Context: an optimization exercise on an open-source flow, tuned for small area, a short achievable clock period and few clock cycles. The choices shown serve that exercise and are no tape-out recipe.
The RTL was checked by simulation tests, not by an equivalence proof against the original design.
Power is estimated from default activity; no workload was simulated.

[flow/design.v]
module intq_mm (
    input  wire        clk,
    input  wire        rst,           
    input  wire        start,
    input  wire [2:0]  mode,          
    input  wire [15:0] rows,
    input  wire [15:0] cols,
    input  wire [31:0] src0,          
    input  wire [31:0] src1,          
    input  wire [31:0] bias_base,     
    input  wire [31:0] out_base,      
    input  wire [31:0] thr_base,      
    input  wire [15:0] thr_stride,
    input  wire [7:0]  z_a,
    input  wire [7:0]  z_out,
    input  wire [31:0] fold_m,
    input  wire [7:0]  fold_n,
    output wire        busy,
    output reg         done,
    output wire [31:0] result,
    output wire        mem_req,
    output wire        mem_we,
    output wire [31:0] mem_addr,
    output wire [31:0] mem_wdata,
    output wire [3:0]  mem_wstrb,
    input  wire        mem_gnt,
    input  wire        mem_rvalid,
    input  wire [31:0] mem_rdata
);
    localparam [1:0] S_IDLE = 2'd0, S_SET1 = 2'd1, S_SET2 = 2'd2, S_RUN = 2'd3;
    reg [1:0]  state;
    reg        pol, wb4, k2;
    reg [15:0] n_cols, n_rows;
    reg [7:0]  za;
    reg [3:0]  zo;
    reg [31:0] fm;
    reg [4:0]  n1s, n2s;           
    reg        n1big, n2big;       
    reg [15:0] tstep;              
    reg        h0a, h0b;           
    reg [15:0] klast;              
    reg [1:0]  wdelta;             
    reg [31:2] wa;                 
    reg [31:2] aa0, aa1;           
    reg [31:2] sb0, sb1;           
    reg [31:2] bia;                
    reg [31:1] ta;                 
    reg [31:2] tw;                 
    reg [31:0] oa0, oa1;           
    assign result = oa1;           
    localparam [2:0] I_BIAS = 3'd0, I_ACT0 = 3'd1, I_ACT1 = 3'd2, I_THR = 3'd3, I_DONE = 3'd4;
    localparam [2:0] OP_BIAS = 3'd0, OP_WGT = 3'd1, OP_ACT0 = 3'd2, OP_ACT1 = 3'd3, OP_THR = 3'd4;
    reg [2:0]  iph;
    reg [15:0] ir;                 
    reg [15:0] k;                  
    reg [2:0]  tk;                 
    reg [5:0]  wq;                 
    reg        rq_claim;           
    reg        rq_v, rq_we;
    reg [31:2] rq_a;
    reg [3:0]  rq_strb;
    reg [7:0]  rq_byte;
    assign mem_req   = rq_v;
    assign mem_we    = rq_we;
    assign mem_addr  = {rq_a, 2'b00};
    assign mem_wdata = {4{rq_byte}};
    assign mem_wstrb = rq_strb;
    localparam TW = 10;
    reg [TW-1:0] tq [0:3];
    reg [1:0]  tq_wp, tq_rp;
    reg [2:0]  tq_n;
    reg [1:0]  wph;
    reg [7:0]  wb0, wb1;
    wire       win8   = !wb4;
    wire [5:0] wq1    = wq + 6'd1;
    wire       need_w = win8 ? (wq1 >= 6'd8) : (wq1 >= 6'd16);
    wire [16:0] c2    = {k, 1'b0};
    wire [15:0] nthr  = k2 ? 16'd3 : 16'd15;
    wire [2:0]  nwl   = k2 ? 3'd1 : 3'd7;     
    wire        k_last = (k == klast);
    wire        tk_last = (tk == nwl);
    wire        row_last = (ir == n_rows - 16'd1);
    wire        av0_lo = !(k == 16'd0 && h0a) && ((c2 - {16'd0, h0a}) < {1'b0, n_cols});
    wire        av0_hi = ((c2 + 17'd1 - {16'd0, h0a}) < {1'b0, n_cols});
    wire        av1_lo = !(k == 16'd0 && h0b) && ((c2 - {16'd0, h0b}) < {1'b0, n_cols});
    wire        av1_hi = ((c2 + 17'd1 - {16'd0, h0b}) < {1'b0, n_cols});
    wire [3:0]  pos0 = wq[3:0] - {3'd0, h0a};
    wire [3:0]  pos1 = wq[3:0] - {3'd0, h0b};
    wire        ht   = ta[1];
    wire [3:0]  tidx = {tk, 1'b0} - {3'd0, ht};
    wire        tvlo = !(tk == 3'd0 && ht) && ({12'd0, tidx} < nthr);
    wire [3:0]  tidh = {tk, 1'b1} - {3'd0, ht};
    wire        tvhi = ({12'd0, tidh} < nthr);
    reg         nx_v, nx_we, nx_read;
    reg [31:0]  nx_addr_f;         
    reg [31:0]  nx_ptr;            
    reg [31:0]  nx_inc;            
    reg [3:0]   nx_sel;            
    reg [TW-1:0] nx_tag;
    localparam [3:0] P_NONE = 4'd0, P_WA = 4'd1, P_AA0 = 4'd2, P_AA1 = 4'd3, P_BIA = 4'd4,
                     P_TW = 4'd5, P_TA = 4'd6, P_OA0 = 4'd7, P_OA1 = 4'd8,
                     P_SET1 = 4'd9, P_SET2 = 4'd10;
    reg         row_end_ok;
    always @(*) begin
        nx_v    = 1'b0;
        nx_we   = 1'b0;
        nx_read = 1'b0;
        nx_ptr  = {wa, 2'b00};
        nx_inc  = 32'd4;
        nx_sel  = P_NONE;
        nx_tag  = {TW{1'b0}};
        row_end_ok = !rq_claim || pol;
        if (state == S_SET1) begin
            nx_ptr = oa0;
            nx_inc = k2 ? ({16'd0, n_rows} + 32'd3) >> 2 : ({16'd0, n_rows} + 32'd1) >> 1;
            nx_sel = P_SET1;
        end else if (state == S_SET2) begin
            nx_ptr = {sb0, h0a, 1'b0};
            nx_inc = {15'd0, n_cols, 1'b0};
            nx_sel = P_SET2;
        end else if (state == S_RUN) begin
            if (wph == 2'd1) begin
                nx_v = 1'b1; nx_we = 1'b1; nx_ptr = oa0; nx_inc = 32'd1; nx_sel = P_OA0;
            end else if (wph == 2'd2) begin
                nx_v = 1'b1; nx_we = 1'b1; nx_ptr = oa1; nx_inc = 32'd1; nx_sel = P_OA1;
            end else if (tq_n <= 3'd3) begin
                case (iph)
                    I_BIAS: if (n_cols != 16'd0 || row_end_ok) begin
                        nx_v = 1'b1; nx_read = 1'b1; nx_ptr = {bia, 2'b00}; nx_sel = P_BIA;
                        nx_tag = {OP_BIAS, 4'd0, 2'b00, n_cols == 16'd0};
                    end
                    I_ACT0: begin
                        nx_v = 1'b1; nx_read = 1'b1;
                        if (need_w) begin
                            nx_ptr = {wa, 2'b00}; nx_sel = P_WA;
                            nx_tag = {OP_WGT, 7'd0};
                        end else begin
                            nx_ptr = {aa0, 2'b00}; nx_sel = P_AA0;
                            nx_tag = {OP_ACT0, pos0, av0_lo, av0_hi, 1'b0};
                        end
                    end
                    I_ACT1: if (!k_last || row_end_ok) begin
                        nx_v = 1'b1; nx_read = 1'b1; nx_ptr = {aa1, 2'b00}; nx_sel = P_AA1;
                        nx_tag = {OP_ACT1, pos1, av1_lo, av1_hi, k_last};
                    end
                    I_THR: begin
                        nx_v = 1'b1; nx_read = 1'b1;
                        nx_v = !(tk_last && row_last) || (pr == ir && wph == 2'd0);
                        if (tk_last) begin
                            nx_ptr = {ta, 1'b0}; nx_inc = {15'd0, tstep, 1'b0}; nx_sel = P_TA;
                        end else begin
                            nx_ptr = {tw, 2'b00}; nx_sel = P_TW;
                        end
                        nx_tag = {OP_THR, tidx, tvlo, tvhi, tk_last};
                    end
                    default: ;
                endcase
            end
        end
    end
    always @(*) nx_addr_f = (nx_sel == P_TA) ? {tw, 2'b00} : nx_ptr;
    wire [31:0] nx_sum = nx_ptr + nx_inc;
    wire        rq_free = !rq_v || mem_gnt;
    wire        take = rq_free && nx_v;            
    reg         rv0;
    reg [31:0]  d0;
    wire [TW-1:0] t0 = tq[tq_rp];
    wire [2:0]  t0_op   = t0[9:7];
    wire [3:0]  t0_p    = t0[6:3];
    wire        t0_vlo  = t0[2];
    wire        t0_vhi  = t0[1];
    wire        t0_last = t0[0];
    reg [63:0]  win;               
    wire [3:0]  pA_hi = t0_p + 4'd1;
    reg  [7:0]  wsel_lo, wsel_hi;
    always @(*) begin
        if (wb4) begin
            wsel_lo = {4'd0, win[{t0_p, 2'b00} +: 4]};
            wsel_hi = {4'd0, win[{pA_hi, 2'b00} +: 4]};
        end else begin
            wsel_lo = win[{t0_p[2:0], 3'b000} +: 8];
            wsel_hi = win[{pA_hi[2:0], 3'b000} +: 8];
        end
    end
    wire [8:0]  wz_lo = t0_vlo ? ({1'b0, wsel_lo} - {1'b0, za}) : 9'd0;
    wire [8:0]  wz_hi = t0_vhi ? ({1'b0, wsel_hi} - {1'b0, za}) : 9'd0;
    reg         v1;
    reg [2:0]   op1;
    reg [3:0]   p1;
    reg         vlo1, vhi1, last1;
    reg [31:0]  d1;
    reg [8:0]   wl1, wh1;
    wire signed [24:0] pr_lo = $signed(wl1) * $signed(d1[15:0]);
    wire signed [24:0] pr_hi = $signed(wh1) * $signed(d1[31:16]);
    wire signed [25:0] pr_sum = pr_lo + pr_hi;
    reg         v2;
    reg [2:0]   op2;
    reg [3:0]   p2;
    reg         vlo2, vhi2, last2;
    reg [31:0]  val2;
    reg [31:0]  acc0, acc1;
    reg         f0, f1;            
    reg [3:0]   lv0, lv1;
    reg         xfer;              
    wire [3:0]  kmax = k2 ? 4'd3 : 4'd15;
    wire [3:0]  p2_hi = p2 + 4'd1;
    wire        lt0_lo = $signed(acc0[15:0]) < $signed(val2[15:0]);
    wire        lt0_hi = $signed(acc0[15:0]) < $signed(val2[31:16]);
    wire        lt1_lo = $signed(acc1[15:0]) < $signed(val2[15:0]);
    wire        lt1_hi = $signed(acc1[15:0]) < $signed(val2[31:16]);
    reg  [3:0]  tl0, tl1;
    reg         tf0, tf1;
    always @(*) begin
        tl0 = lv0; tf0 = f0;
        if (!tf0 && vlo2 && lt0_lo) begin tl0 = p2; tf0 = 1'b1; end
        if (!tf0 && vhi2 && lt0_hi) begin tl0 = p2_hi; tf0 = 1'b1; end
        tl1 = lv1; tf1 = f1;
        if (!tf1 && vlo2 && lt1_lo) begin tl1 = p2; tf1 = 1'b1; end
        if (!tf1 && vhi2 && lt1_hi) begin tl1 = p2_hi; tf1 = 1'b1; end
    end
    wire        thr_ev = v2 && op2 == OP_THR && last2;
    localparam [2:0] R_IDLE = 3'd0, R_SHL = 3'd1, R_MUL = 3'd2, R_SHR = 3'd3, R_FIN = 3'd4, R_OUT = 3'd5;
    reg [2:0]   rph;
    reg         rsec;              
    reg [31:0]  rt;                
    reg [31:0]  rbuf;              
    reg signed [32:0] rs;          
    reg [4:0]   rcnt;
    reg [3:0]   rl0, rl1;          
    wire [4:0]  rdig = {(rcnt[2:0] == 3'd7) ? rt[3] : 1'b0, rt[3:0]};
    wire signed [36:0] rprod = $signed(fm) * $signed(rdig);
    wire signed [36:0] rnext = ($signed({{4{rs[32]}}, rs}) + rprod) >>> 4;
    wire [3:0]  rv = rs[32] ? 4'd0 :
                     (rs > $signed({29'd0, kmax})) ? kmax : rs[3:0];
    wire [3:0]  rlev0 = rv + zo;
    wire [3:0]  rlev  = k2 ? {2'b00, rlev0[1:0]} : rlev0;
    reg [15:0]  pr;                
    reg [7:0]   pb0, pb1;
    wire [1:0]  slot = k2 ? pr[1:0] : {1'b0, pr[0]};
    wire        pk_full = (k2 ? (slot == 2'd3) : (slot == 2'd1)) || (pr == n_rows - 16'd1);
    wire        rq_ev_ok = (rph == R_OUT) && !(pk_full && wph != 2'd0);
    wire        pk_ev = thr_ev || rq_ev_ok;
    wire [3:0]  pl0 = pol ? tl0 : rl0;
    wire [3:0]  pl1 = pol ? tl1 : rl1;
    wire [2:0]  sh  = k2 ? {slot, 1'b0} : {slot[0], 2'b00};
    wire [7:0]  nb0 = (slot == 2'd0 ? 8'd0 : pb0) | ({4'd0, pl0} << sh);
    wire [7:0]  nb1 = (slot == 2'd0 ? 8'd0 : pb1) | ({4'd0, pl1} << sh);
    assign busy = (state != S_IDLE);
    wire all_done = (iph == I_DONE) && (pr == n_rows) && (wph == 2'd0) && !rq_v;
    always @(posedge clk) begin
        if (rst) begin
            state <= S_IDLE;
            done  <= 1'b0;
            rq_v  <= 1'b0;
            rq_we <= 1'b0;
            tq_wp <= 2'd0;
            tq_rp <= 2'd0;
            tq_n  <= 3'd0;
            rv0   <= 1'b0;
            v1    <= 1'b0;
            v2    <= 1'b0;
            xfer  <= 1'b0;
            rph   <= R_IDLE;
            wph   <= 2'd0;
            iph   <= I_DONE;
            rq_claim <= 1'b0;
        end else begin
            done <= 1'b0;
            case (state)
                S_IDLE: if (start) begin
                    pol    <= mode[0];
                    wb4    <= mode[1];
                    k2     <= mode[2];
                    n_rows <= rows;
                    n_cols <= cols;
                    za     <= z_a;
                    zo     <= z_out[3:0];
                    fm     <= fold_m;
                    n1s    <= fold_n[7] ? 5'd0 - fold_n[4:0] : 5'd0;
                    n1big  <= fold_n[7] && (fold_n <= 8'hE0);
                    n2s    <= fold_n[7] ? 5'd0 : fold_n[4:0];
                    n2big  <= !fold_n[7] && (fold_n >= 8'd32);
                    tstep  <= (thr_stride != 16'd0) ? thr_stride : (mode[2] ? 16'd3 : 16'd15);
                    wa     <= src0[31:2];
                    wq     <= mode[1] ? {3'b010, src0[1:0], 1'b0} : {4'b0010, src0[1:0]};
                    sb0    <= src1[31:2];
                    aa0    <= src1[31:2];
                    h0a    <= src1[1];
                    bia    <= bias_base[31:2];
                    ta     <= thr_base[31:1];
                    tw     <= thr_base[31:2];
                    oa0    <= out_base;
                    oa1    <= out_base;
                    ir     <= 16'd0;
                    k      <= 16'd0;
                    tk     <= 3'd0;
                    pr     <= 16'd0;
                    iph    <= I_BIAS;
                    if (rows == 16'd0) begin
                        done <= 1'b1;
                    end else begin
                        state <= S_SET1;
                    end
                end
                S_SET1: begin
                    oa1   <= nx_sum;
                    state <= S_SET2;
                end
                S_SET2: begin
                    sb1   <= nx_sum[31:2];
                    aa1   <= nx_sum[31:2];
                    h0b   <= nx_sum[1];
                    klast <= (({1'b0, n_cols} + {16'd0, h0a} + 17'd1) >> 1) - 17'd1;
                    wdelta <= (n_cols[0] ? (wb4 ? 2'd0 : 2'd3) : (h0a ? 2'd2 : 2'd0));
                    state <= S_RUN;
                end
                S_RUN: if (all_done) begin
                    state <= S_IDLE;
                    done  <= 1'b1;
                end
                default: state <= S_IDLE;
            endcase
            if (rq_free) rq_v <= 1'b0;
            if (take) begin
                rq_v    <= 1'b1;
                rq_we   <= nx_we;
                rq_a    <= nx_addr_f[31:2];
                rq_strb <= nx_we ? (4'b0001 << nx_addr_f[1:0]) : 4'b0000;
                rq_byte <= (nx_sel == P_OA0) ? wb0 : wb1;
                case (nx_sel)
                    P_WA:  wa  <= nx_sum[31:2];
                    P_AA0: aa0 <= nx_sum[31:2];
                    P_AA1: aa1 <= nx_sum[31:2];
                    P_BIA: bia <= nx_sum[31:2];
                    P_TW:  tw  <= nx_sum[31:2];
                    P_TA:  begin ta <= nx_sum[31:1]; tw <= nx_sum[31:2]; end
                    P_OA0: oa0 <= nx_sum;
                    P_OA1: oa1 <= nx_sum;
                    default: ;
                endcase
                if (nx_we) begin
                    wph <= (wph == 2'd1) ? 2'd2 : 2'd0;
                end else begin
                    case (iph)
                        I_BIAS: begin
                            if (n_cols != 16'd0) iph <= I_ACT0;
                            else begin
                                if (!pol) rq_claim <= 1'b1;
                                if (pol) iph <= I_THR;
                                else begin
                                    ir  <= ir + 16'd1;
                                    iph <= row_last ? I_DONE : I_BIAS;
                                end
                            end
                        end
                        I_ACT0: begin
                            if (need_w) wq <= wq - (win8 ? 6'd4 : 6'd8);
                            else        iph <= I_ACT1;
                        end
                        I_ACT1: begin
                            if (k_last) begin
                                k   <= 16'd0;
                                aa0 <= sb0;
                                aa1 <= sb1;
                                wq  <= wq + 6'd2 + {{4{wdelta[1]}}, wdelta};
                                if (!pol) rq_claim <= 1'b1;
                                if (pol) iph <= I_THR;
                                else begin
                                    ir  <= ir + 16'd1;
                                    iph <= row_last ? I_DONE : I_BIAS;
                                end
                            end else begin
                                k   <= k + 16'd1;
                                wq  <= wq + 6'd2;
                                iph <= I_ACT0;
                            end
                        end
                        I_THR: begin
                            if (tk_last) begin
                                tk  <= 3'd0;
                                ir  <= ir + 16'd1;
                                iph <= row_last ? I_DONE : I_BIAS;
                            end else begin
                                tk  <= tk + 3'd1;
                            end
                        end
                        default: ;
                    endcase
                end
            end
            if (take && nx_read) begin
                tq[tq_wp] <= nx_tag;
                tq_wp <= tq_wp + 2'd1;
            end
            if (rv0) tq_rp <= tq_rp + 2'd1;
            tq_n <= tq_n + ((take && nx_read) ? 3'd1 : 3'd0) - (rv0 ? 3'd1 : 3'd0);
            rv0 <= mem_rvalid && state == S_RUN;
            d0  <= mem_rdata;
            v1 <= rv0;
            if (rv0) begin
                op1   <= t0_op;
                p1    <= t0_p;
                vlo1  <= t0_vlo;
                vhi1  <= t0_vhi;
                last1 <= t0_last;
                d1    <= d0;
                wl1   <= wz_lo;
                wh1   <= wz_hi;
                if (t0_op == OP_WGT) win <= {d0, win[63:32]};
            end
            v2 <= v1 && op1 != OP_WGT;
            if (v1) begin
                op2   <= op1;
                p2    <= p1;
                vlo2  <= vlo1;
                vhi2  <= vhi1;
                last2 <= last1;
                val2  <= (op1 == OP_ACT0 || op1 == OP_ACT1) ? {{6{pr_sum[25]}}, pr_sum} : d1;
            end
            xfer <= v2 && last2 && (op2 == OP_BIAS || op2 == OP_ACT1) && !pol;
            if (v2) begin
                case (op2)
                    OP_BIAS: begin
                        acc0 <= val2;
                        acc1 <= val2;
                        f0   <= 1'b0;
                        f1   <= 1'b0;
                        lv0  <= kmax;
                        lv1  <= kmax;
                    end
                    OP_ACT0: acc0 <= acc0 + val2;
                    OP_ACT1: acc1 <= acc1 + val2;
                    OP_THR: begin
                        lv0 <= tl0; f0 <= tf0;
                        lv1 <= tl1; f1 <= tf1;
                    end
                    default: ;
                endcase
            end
            case (rph)
                R_IDLE: if (xfer) begin
                    rt   <= acc0;
                    rbuf <= acc1;
                    rsec <= 1'b0;
                    rs   <= 33'd0;
                    rcnt <= n1s;
                    rph  <= R_SHL;
                end
                R_SHL: begin
                    if (n1big) begin
                        rph  <= R_FIN;
                    end else if (rcnt[4:2] != 3'd0) begin
                        rcnt <= rcnt - 5'd4;
                        rt   <= {rt[27:0], 4'd0};
                    end else if (rcnt[1:0] != 2'd0) begin
                        rcnt <= rcnt - 5'd1;
                        rt   <= {rt[30:0], 1'b0};
                    end else begin
                        rph  <= R_MUL;
                    end
                end
                R_MUL: begin
                    rs   <= n2big && rcnt[2:0] == 3'd7 ? 33'd0 : rnext[32:0];
                    rt   <= {4'd0, rt[31:4]};
                    rcnt <= rcnt + 5'd1;
                    if (rcnt[2:0] == 3'd7) begin
                        rcnt <= n2s;
                        rph  <= n2big ? R_FIN : R_SHR;
                    end
                end
                R_SHR: begin
                    if (rcnt[4:2] != 3'd0) begin
                        rcnt <= rcnt - 5'd4;
                        rs   <= rs >>> 4;
                    end else if (rcnt[1:0] != 2'd0) begin
                        rcnt <= rcnt - 5'd1;
                        rs   <= rs >>> 1;
                    end else begin
                        rph  <= R_FIN;
                    end
                end
                R_FIN: begin
                    rs   <= 33'd0;
                    rcnt <= n1s;
                    if (!rsec) begin
                        rl0  <= rlev;
                        rt   <= rbuf;
                        rsec <= 1'b1;
                        rph  <= R_SHL;
                    end else begin
                        rl1  <= rlev;
                        rph  <= R_OUT;
                    end
                end
                R_OUT: if (rq_ev_ok) begin
                    rph      <= R_IDLE;
                    rq_claim <= 1'b0;
                end
                default: rph <= R_IDLE;
            endcase
            if (pk_ev) begin
                pr <= pr + 16'd1;
                if (pk_full) begin
                    wb0 <= nb0;
                    wb1 <= nb1;
                    wph <= 2'd1;
                end else begin
                    pb0 <= nb0;
                    pb1 <= nb1;
                end
            end
        end
    end
endmodule
[flow/run.sh]
#!/bin/bash
# synth_recipe.tcl (not shown) runs the flow's synth.tcl, then flattens the netlist and writes it again
# the make line also repeats each setting of config.mk as NAME=value (left out here)
make -C /OpenROAD-flow-scripts/flow DESIGN_CONFIG=/design/flow/config.mk WORK_HOME=/design/flow/orfs CLKGATE_MAP_FILE= SYNTH_SCRIPT=/design/flow/synth_recipe.tcl finish
[flow/config.mk]
export PLATFORM = sky130hd
export DESIGN_NAME = intq_mm
export DESIGN_NICKNAME = intq_mm
export VERILOG_FILES = /design/flow/design.v
export SDC_FILE = /design/flow/constraint.sdc
export NUM_CORES = 4
export LEC_CHECK = 0
export CAP_MARGIN = 20
export CORE_MARGIN = 2
export CORE_UTILIZATION = 40
export PLACE_DENSITY = 0.6
export SLEW_MARGIN = 20
[flow/constraint.sdc]
create_clock -name core_clock -period 16.0 [get_ports {clk}]
set_input_delay 3.2000 -clock core_clock [delete_from_list [all_inputs] [get_ports {clk}]]
set_output_delay 3.2000 -clock core_clock [all_outputs]
set_load 0.01 [all_outputs]
==> out/qor.yml <==
largest_reg_flops: 64
clock_skew_ns: 0.0308
fmax_mhz: 119
synth-main-ff-cell: "edfxtp_1"
final_hold_viol_count: 0
max_slew_margin_pct: 18.8
drtAntennaViolNets: 0
nets: 8902
p_leak_nw: 33.8
placed_area_sq_um: 82700
r2r-start: "k[4]"
grt.overflow.total: 0
avgSynthCellArea_sq_um: 10.1
cp-end-kind: "register"
crit_end: "aa1[24]"
cts_sinks: 1013
rrSetupSlack_ns: 7.59
rsz0062_at_grt: "no"
cp_max_fo: 18
cts.clk_slew.worst_paths_ns: 0.07
drcViolationCount: 0
yosysSeqAreaShare_pct: 39.5
cts_root_buf: "clkbuf_16"
cts_buffers: 117
globalRouteTotalUtil_pct: 25.2
die_area_sq_um: 194000
clk_latency_ns: 0.78
timing.final.crit_share_pct: 52.5
rr_worst_depth: 25
powerDensity_nw_per_um2: 134
port_buffers: 397
pwr-share-comb_pct: 43.2
htree_levels: 3
startpoint: "k[4]"
largest_register: "win"
drt-initial-drc-count: 6987
clkPwrFrac_pct: 24.3
dp_slack_ns: 8.00
seq_power_share_pct: 32.5
vias_per_cell: 5.85
worst_pin_slew_ns: 1.21
setup_violations: 0
post_cts.repair.setup_buffers: 0
syn_inst: 7569
finalWorstSetupSlack_ns: 7.59
cts.repair.resized: 0
status: "no timing/DRC/antenna violations"
path_class: "reg2reg"
clockBufferDepth: 3
stdcell_area_sq_um: 86800
die_h_um: 441
r2r_end: "aa1[24]"
grt_pass1_wl_mm: 374
power.internal_mw: 6.99
wl_per_cell_um: 24.0
drv_cap: 0
syn-cell-area_sq_um: 76300
cts_tree: "yes"
drt_pass1_iterations: 6
synthArstFlopShare_pct: 0
fin_crit_ns: 8.41
slew_viol_final: 0
top_regs: "win: 64 flops, tq: 40 flops, rs: 33 flops"
coreArea_sq_um: 190000
initial_core_util_pct: 40.2
final.setup.tns_ns: 0
arrival_ns: 8.95
p_sw_mw: 4.61
areaGrowthSynthToFinish_pct: 13.7
synth_edf_count: 986
die_x_um: 441
hold_depth: 0
required_ns: 16.54
first_global_vias: 59900
synthDistinctLibCells: 105
grt_max_degree: 131
ys_seq_elements: 1013
cts_hold_buf: 0
rows: 160
yosys_warnings: 1
ioPinCount: 408
drive_gt1_share_pct: 6.92
peakVddDrop_uv: 125
min_path_type: "reg2reg"
startpoint_type: "register"
dp_hpwl_mm: 179
wl_mm: 249
switching_share_pct: 39.7
antenna_found_initial: 8
gp_congestion: 0.949
vias: 60600
[cells in the final DEF (no fill, tap or decap), types with 52 or more instances in the layout]
cell / n
fa_1: 424
nand2b_1: 98
xor2_1: 136
buf_4: 107
edfxtp_1: 986
inv_1: 588
a21o_1: 93
mux4_2: 67
a22oi_1: 84
clkdlybuf4s50_1: 396
a211oi_1: 52
clkbuf_16: 119
nand3_1: 142
and3_1: 82
mux2i_1: 156
a31oi_1: 75
nor3_1: 83
nor2_1: 484
a21oi_1: 376
nor2b_1: 54
o22ai_1: 126
xnor2_1: 206
nand2_1: 1036
ha_1: 426
and2_1: 185
o21ai_0: 398
[logic make-up after synthesis]
group                      count (synthesis)  synth area share [%]
xor gates and xnor gates                 345                  3.99
DFF                                     1013                  39.5
buffers and inverters                   1048                  5.37
AOI/OAI and AO/OA                       1635                  13.8
other                                      1               0.00491
adders and majority gates                855                  18.2
and+or+nand+nor                         2413                  14.6
muxes                                    259                  4.57
[per-stage QoR]
step	hold WS (ns)	util (%)	instances	power, mW
2_1_floorplan	0.400	-	7570	7.16
3_3_place_gp	0.410	43.5	10100	8.59
3_5_place_dp	0.438	43.5	10100	8.70
4_1_cts	0.452	45.6	10400	11.5
5_1_grt	0.463	45.7	10400	12.3
6_report	0.449	45.7	10400	11.6
[cell usage after synthesis (156+ instances only)]
cell / count / area [sq um]
a21oi_1: 379 / 1900
xnor2_1: 207 / 1810
clkbuf_1: 359 / 1350
mux2i_1: 156 / 1560
inv_1: 589 / 2210
nor2_1: 497 / 1870
fa_1: 424 / 8490
o21ai_0: 398 / 1990
and2_1: 186 / 1160
ha_1: 431 / 5390
edfxtp_1: 986 / 29600
nand2_1: 1039 / 3900
[worst min-delay path by stage]
| stage | start | to |
|---|---|---|
| final | op1[0] | op2[0] |
| after global routing | d0[8] | d1[8] |
| after CTS | op1[0] | op2[0] |
| after detailed placement | op1[0] | op2[0] |
| after global placement | last1 | last2 |
| after floorplan | last1 | last2 |
[power groups by stage]
stage	Clock [mW]	Combinational (mW)	Sequential (mW)
2_1_floorplan	0	3.51	3.66
3_3_place_gp	0	4.79	3.80
3_5_place_dp	0	4.89	3.81
4_1_cts	2.85	4.94	3.76
5_1_grt	2.95	5.53	3.80
6_report	2.81	5.01	3.77
[layout make-up]
type	count	area, sq um
multi-input cells	5509	42400
clock inverters	75	796
repair buffers	511	4900
well taps	2511	3140
flip-flops and latches	1013	30200
inverters	591	2230
clock buffers	146	3160
diodes	9	22.5
fillers	17600	103000
[routing by layer]
metal,GRT usage (%),routed length [um],up-vias
met2,38.9,112000,2855
met5,0,0,-
li1,-,-,27200
met3,4.49,21400,501
met4,11.0,11500,0
met1,34.7,104000,30100
[critical path, cell delays in order (launching register included)]
cell	delay, ns
edfxtp_1	0.60
xor2_1	0.24
nor4_1	0.43
nand4_1	0.16
buf_4	0.26
or3_1	0.34
buf_4	0.23
nand2_2	0.09
buf_4	0.33
a211oi_1	0.14
o311ai_0	0.29
o21ai_0	0.16
o21ai_0	0.48
ha_1	0.36
nor2b_1	0.14
o21ai_0	0.48
o211ai_1	0.28
a41oi_1	0.43
nor2_1	0.14
a21oi_1	0.17
nand3_1	0.21
a21oi_2	0.61
nor2_1	0.19
xnor2_1	0.94
a21oi_1	0.17
a21o_1	0.21
Testbench counts, summed over its fixed seeds: cycles 113,003.

## re-timing with driven ports
The flow's constraints put no driver on any port. The routed layout listed below was extracted and timed again, unchanged, in two steps. Step 1: set_driving_cell puts a clkbuf_16 on clk and a buf_2 on each other input, an assumption about the parent block. Step 2 adds t to the input delays and takes it off the output delays; t is the mean of the earliest and latest rising clock arrival at the registers after step 1. Input paths then give back, and output paths get back, about the clock's delay inside the block. Three values: ideal ports, drivers, drivers and shift; two values: the first two.
t (ns): 0.859
setup WS [ns]: 7.592 / 7.592 / 7.592
worst hold slack (ns): 0.449 / 0.449 / 0.449
worst register clock-pin slew, ns: 0.07 / 0.07
worst data-port slew with drivers (ns): 0.19
After both steps this run still meets setup and hold. The setup slack of this run moves by 0.000 ns with the drivers and by 0.000 ns with both steps.
